Context: an optimization exercise on an open-source flow, tuned for small area, a short achievable clock period and few clock cycles per item. The choices shown serve that exercise and are no tape-out recipe. No activity file was given, so power comes from the tool's default toggle rates.

Setup of alpha:
Design tpe_fparse, start of the top module:
module tpe_fparse (
    input  wire         clk,
    input  wire         rst,
    input  wire         in_valid,
    input  wire [7:0]   in_data,
    input  wire         in_last,
    output reg          in_ready,
    output reg          out_valid,
    input  wire         out_ready,
    output reg          out_end,
    output wire [7:0]   out_kind,
    output reg          out_success,
    output reg  [31:0]  out_word,
    output wire [15:0]  out_period,
    output reg          out_flag,
    output reg  [103:0] out_temps,
    output reg  [15:0]  out_cursor
);
Size in the first run: ~9000 sq um of cells after synthesis.
==> module tpe_fparse, before the edit <==
module tpe_fparse (
    input  wire         clk,
    input  wire         rst,
    input  wire         in_valid,
    input  wire [7:0]   in_data,
    input  wire         in_last,
    output reg          in_ready,
    output reg          out_valid,
    input  wire         out_ready,
    output reg          out_end,
    output wire [7:0]   out_kind,
    output reg          out_success,
    output reg  [31:0]  out_word,
    output wire [15:0]  out_period,
    output reg          out_flag,
    output reg  [103:0] out_temps,
    output reg  [15:0]  out_cursor
);
    localparam [7:0]  SYNC0       = 8'hCA;
    localparam [7:0]  SYNC1       = 8'hFE;
    localparam [15:0] CRC_POLY    = 16'h1021;
    localparam [15:0] CRC_INIT    = 16'hFFFF;
    function [15:0] crc_byte;
        input [15:0] c_in;
        input [7:0]  b;
        reg   [15:0] c;
        integer      i;
        begin
            c = c_in ^ {b, 8'h00};
            for (i = 0; i < 8; i = i + 1)
                c = c[15] ? ((c << 1) ^ CRC_POLY) : (c << 1);
            crc_byte = c;
        end
    endfunction
    reg  [8:0]  fidx;          
    reg         zlen;          
    wire [8:0]  fe = zlen ? 9'd0 : fidx;
    reg  [8:0]  flen;          
    reg         at_last;       
    reg         stopped;       
    reg  [15:0] crc_rx;
    reg  [15:0] crc;
    reg  [2:0]  kind;
    reg         chk;           
    reg  [3:0]  crcgood;       
    reg         lastp;         
    reg         fresh;         
    reg         end_pending;
    reg         end_zero;      
    reg         zq;            
    assign out_kind   = {5'd0, kind};
    assign out_period = out_temps[15:0];
    wire out_free = !out_valid || out_ready;
    wire take = in_valid && in_ready;
    wire wr = !out_valid;      
    wire type_ok = (in_data[7:3] == 5'd0) && (in_data[2:0] != 3'd0) && (in_data[2:0] != 3'd7);
    reg  hdr_bad;
    always @(*) begin
        case (fe)
            9'd0:    hdr_bad = (in_data != SYNC0);
            9'd1:    hdr_bad = (in_data != SYNC1);
            9'd4:    hdr_bad = !type_ok;
            default: hdr_bad = 1'b0;
        endcase
    end
    wire f6 = (fe == 9'd6);
    wire frame_done = f6 ? (in_data == 8'd0) : at_last;
    wire [15:0] crc_next = crc_byte(crc, in_data);
    reg  rec_len_ok;
    always @(*) begin
        case (kind)
            3'd4:    rec_len_ok = (flen >= 9'd24);
            3'd3:    rec_len_ok = (flen >= 9'd13);
            3'd6:    rec_len_ok = (flen != 9'd7);
            default: rec_len_ok = 1'b1;
        endcase
    end
    wire        crc_ok   = chk && (&crcgood);
    wire        rec_b    = crc_ok && rec_len_ok;
    wire [9:0]  csum_lo  = {1'b0, out_cursor[8:0]} + {1'b0, flen};
    wire [6:0]  cur_hi1  = out_cursor[15:9] + 7'd1;
    wire [15:0] csum     = {csum_lo[9] ? cur_hi1 : out_cursor[15:9], csum_lo[8:0]};
    integer k;
    always @(posedge clk) begin
        case (fe)
            9'd2: crc_rx[7:0]  <= in_data;
            9'd3: crc_rx[15:8] <= in_data;
            9'd4: if (wr) kind        <= in_data[2:0];
            9'd5: if (wr) out_success <= (in_data != 8'd0);
            9'd7: if (wr) out_flag    <= (in_data != 8'd0);
            9'd6: flen <= {1'b0, in_data} + 9'd7;
            default: ;
        endcase
        for (k = 0; k < 4; k = k + 1)
            if (wr && fe == 9'd7 + k) out_word[8*k +: 8] <= in_data;
        for (k = 0; k < 13; k = k + 1)
            if (wr && fe == 9'd11 + k) out_temps[8*k +: 8] <= in_data;
        if (fe < 9'd4)
            crc <= CRC_INIT;
        else if (take)
            crc <= crc_next;
        for (k = 0; k < 4; k = k + 1)
            crcgood[k] <= (crc_next[4*k +: 4] == crc_rx[4*k +: 4]);
    end
    reg s0v, s0e, s1v, s1z, s2v;
    reg cur_zero;
    reg restart;
    always @(posedge clk) begin
        s0v = out_valid;   s0e = out_end;
        s1v = end_pending; s1z = end_zero;
        s2v = zq;
        cur_zero = 1'b0;
        restart = take && (in_last || (!f6 && at_last));
        if (rst) begin
            fidx        <= 9'd0;
            zlen        <= 1'b0;
            at_last     <= 1'b0;
            stopped     <= 1'b0;
            chk         <= 1'b0;
            lastp       <= 1'b0;
            fresh       <= 1'b1;
            end_pending <= 1'b0;
            end_zero    <= 1'b0;
            zq          <= 1'b0;
            out_valid   <= 1'b0;
            in_ready    <= 1'b1;
        end else begin
            chk   <= take && frame_done && !stopped;
            lastp <= take && in_last;
            zlen <= take && f6 && (in_data == 8'd0) && !in_last;
            if (restart) begin
                fidx    <= 9'd0;
                at_last <= 1'b0;
            end else if (take) begin
                fidx    <= fe + 9'd1;
                at_last <= f6 ? (in_data == 8'd1) : (fe + 9'd2 == flen);
            end else
                fidx    <= fe;
            if (take && in_last)
                stopped <= 1'b0;
            else if ((take && !stopped && hdr_bad) || (chk && !(&crcgood) && !lastp))
                stopped <= 1'b1;
            if (crc_ok)
                fresh <= 1'b0;
            if (lastp)
                fresh <= 1'b1;
            if (fresh && !out_valid && !lastp)
                cur_zero = 1'b1;
            if (out_free) begin
                s0v = s1v;  s0e = 1'b1;
                if (s1v && s1z)
                    cur_zero = 1'b1;
                s1v = s2v;  s1z = 1'b1;
                s2v = 1'b0;
            end
            if (rec_b) begin
                s0v = 1'b1; s0e = 1'b0;
                if (lastp) begin
                    s1v = 1'b1; s1z = 1'b0;
                end
            end else if (lastp) begin
                if (!s0v) begin
                    s0v = 1'b1; s0e = 1'b1;
                    if (fresh) cur_zero = 1'b1;
                end else if (!s1v) begin
                    s1v = 1'b1; s1z = s0e;
                    if (fresh && !s0e) cur_zero = 1'b1;
                end else
                    s2v = 1'b1;
            end
            if (crc_ok)
                out_cursor <= csum;
            else if (cur_zero)
                out_cursor <= 16'd0;
            out_valid   <= s0v;
            out_end     <= s0e;
            end_pending <= s1v;
            end_zero    <= s1z;
            zq          <= s2v;
            in_ready    <= !(take && in_last) && !s2v &&
                           !(s0v && !restart && (take ? (fe >= 9'd3) : (fe >= 9'd4)));
        end
    end
endmodule
export LEC_CHECK = 0
export ABC_CLOCK_PERIOD_IN_PS = 2000
export CAP_MARGIN = 20
export CORE_MARGIN = 2
export CORE_UTILIZATION = 40
export CTS_CLUSTER_DIAMETER = 100
export CTS_CLUSTER_SIZE = 28
export SETUP_SLACK_MARGIN = 2.45
export SLEW_MARGIN = 20
create_clock -name core_clock -period 4.5 [get_ports {clk}]
standard.sh (not shown) runs the stock make flow with config.mk's settings and CLKGATE_MAP_FILE= SYNTH_SCRIPT=/design/flow/synth_recipe.tcl, a recipe that flattens the netlist after the stock synthesis.
==> flow/flow/run.sh <==
#!/bin/bash
# The standard layout, with plain buf_1 cells as the port buffers.
set -euo pipefail
export BUFFER_PORTS_ARGS="-buffer_cell sky130_fd_sc_hd__buf_1"
bash standard.sh > standard_flow.log 2>&1
diff inputs: alpha => beta
-- flow/design.v --
<<< alpha, line 33
        end
    endfunction
    reg  [8:0]  fidx;          
    reg         zlen;          
    wire [8:0]  fe = zlen ? 9'd0 : fidx;
    reg  [8:0]  flen;          
    reg         at_last;       
    reg         stopped;       
>>> beta, line 33
        end
    endfunction
    reg  [8:0]  fidx;
    reg         rs;
    wire [8:0]  fe = rs ? 9'd0 : fidx;
    reg  [7:0]  rem;           
    reg         at_last;       
    reg         stopped;       
<<< alpha, line 70
    always @(*) begin
        case (kind)
            3'd4:    rec_len_ok = (flen >= 9'd24);
            3'd3:    rec_len_ok = (flen >= 9'd13);
            3'd6:    rec_len_ok = (flen != 9'd7);
            default: rec_len_ok = 1'b1;
        endcase
>>> beta, line 70
    always @(*) begin
        case (kind)
            3'd4:    rec_len_ok = (fidx >= 9'd24);
            3'd3:    rec_len_ok = (fidx >= 9'd13);
            3'd6:    rec_len_ok = (fidx != 9'd7);
            default: rec_len_ok = 1'b1;
        endcase
<<< alpha, line 78
    wire        crc_ok   = chk && (&crcgood);
    wire        rec_b    = crc_ok && rec_len_ok;
    wire [9:0]  csum_lo  = {1'b0, out_cursor[8:0]} + {1'b0, flen};
    wire [6:0]  cur_hi1  = out_cursor[15:9] + 7'd1;
    wire [15:0] csum     = {csum_lo[9] ? cur_hi1 : out_cursor[15:9], csum_lo[8:0]};
>>> beta, line 78
    wire        crc_ok   = chk && (&crcgood);
    wire        rec_b    = crc_ok && rec_len_ok;
    wire [9:0]  csum_lo  = {1'b0, out_cursor[8:0]} + {1'b0, fidx};
    wire [6:0]  cur_hi1  = out_cursor[15:9] + 7'd1;
    wire [15:0] csum     = {csum_lo[9] ? cur_hi1 : out_cursor[15:9], csum_lo[8:0]};
<<< alpha, line 89
            9'd5: if (wr) out_success <= (in_data != 8'd0);
            9'd7: if (wr) out_flag    <= (in_data != 8'd0);
            9'd6: flen <= {1'b0, in_data} + 9'd7;
            default: ;
        endcase
>>> beta, line 89
            9'd5: if (wr) out_success <= (in_data != 8'd0);
            9'd7: if (wr) out_flag    <= (in_data != 8'd0);
            default: ;
        endcase
<<< alpha, line 96
        for (k = 0; k < 13; k = k + 1)
            if (wr && fe == 9'd11 + k) out_temps[8*k +: 8] <= in_data;
        if (fe < 9'd4)
            crc <= CRC_INIT;
>>> beta, line 95
        for (k = 0; k < 13; k = k + 1)
            if (wr && fe == 9'd11 + k) out_temps[8*k +: 8] <= in_data;
        if (f6)
            rem <= in_data;
        else if (take)
            rem <= rem - 8'd1;
        if (fe < 9'd4)
            crc <= CRC_INIT;
<<< alpha, line 111
        s2v = zq;
        cur_zero = 1'b0;
        restart = take && (in_last || (!f6 && at_last));
        if (rst) begin
            fidx        <= 9'd0;
            zlen        <= 1'b0;
            at_last     <= 1'b0;
            stopped     <= 1'b0;
>>> beta, line 114
        s2v = zq;
        cur_zero = 1'b0;
        restart = take && (in_last || frame_done);
        if (rst) begin
            fidx        <= 9'd0;
            rs          <= 1'b0;
            at_last     <= 1'b0;
            stopped     <= 1'b0;
<<< alpha, line 128
            chk   <= take && frame_done && !stopped;
            lastp <= take && in_last;
            zlen <= take && f6 && (in_data == 8'd0) && !in_last;
            if (restart) begin
                fidx    <= 9'd0;
                at_last <= 1'b0;
            end else if (take) begin
                fidx    <= fe + 9'd1;
                at_last <= f6 ? (in_data == 8'd1) : (fe + 9'd2 == flen);
            end else
                fidx    <= fe;
            if (take && in_last)
                stopped <= 1'b0;
>>> beta, line 131
            chk   <= take && frame_done && !stopped;
            lastp <= take && in_last;
            rs   <= restart;
            fidx <= take ? fe + 9'd1 : fe;
            if (restart)
                at_last <= 1'b0;
            else if (take)
                at_last <= f6 ? (in_data == 8'd1) : (fe >= 9'd7 && rem == 8'd2);
            if (take && in_last)
                stopped <= 1'b0;
<<< alpha, line 179
            zq          <= s2v;
            in_ready    <= !(take && in_last) && !s2v &&
                           !(s0v && !restart && (take ? (fe >= 9'd3) : (fe >= 9'd4)));
        end
    end
>>> beta, line 179
            zq          <= s2v;
            in_ready    <= !(take && in_last) && !s2v &&
                           !(s0v && (take ? (!(in_last || (!f6 && at_last)) && fe >= 9'd3)
                                          : (fe >= 9'd4)));
        end
    end
Results
alpha → beta: flip-flop and latch count lost 0.45%, sequential fraction of the synthesis area picked up an extra 1.6 points, final HPWL from detailed placement lost 3.4%. The number of sinks on the clock net reported for beta is smaller than that of alpha by 0.45%. Delta(multi-input gate count, beta - alpha) < 0. On synthesized-area fraction occupied by and/or/nand/nor cells, beta and alpha are basically level. The lower synthesized-area fraction occupied by ao, oa, aoi and oai cells of beta and alpha is in alpha. beta has global-route wire length before repair below what alpha had. beta has sum of routed wire length over all layers below what alpha had. beta has completed all stages; timing, DRC and antenna checks passed. beta — overall power after layout about 4.4% lower, alpha as reference. | worst hold slack | lower: beta |. [beta] final-layout non-clock buffer area share rose 0.26 points relative to alpha. On beta: critical path depth is 2 higher than what alpha gave.
No functional check of the RTL was part of any run of this note.

==> what the ideal ports hide <==
The results above use ideal ports. As a check the final layouts listed here were re-extracted and re-timed, cells and wires unchanged. Step 1: set_driving_cell puts a clkbuf_16 on clk and a buf_2 on each other input, an assumption about the parent block. Step 2 moves the port delays by t, midway between the first and last clock arrival at a register: inputs arrive t later, outputs are due t later. That takes back most of the time a late clock gives input paths. Three values: ideal ports, drivers, drivers and shift; two values: the first two.
run | t, ns | setup slack, ns | hold slack, ns | slew at the worst register clock pin (ns) | worst data-port slew with drivers (ns)
alpha | 0.522 | 2.400 / 2.352 / 2.007 | 0.480 / 0.480 / 0.480 | 0.11 / 0.11 | 0.05
beta | 0.504 | 2.306 / 2.306 / 2.030 | 0.460 / 0.460 / 0.460 | 0.11 / 0.11 | 0.05
After both steps every run listed still meets setup and hold. The setup slack of alpha, which loses most, moves by -0.048 ns with the drivers and by -0.393 ns with both steps.
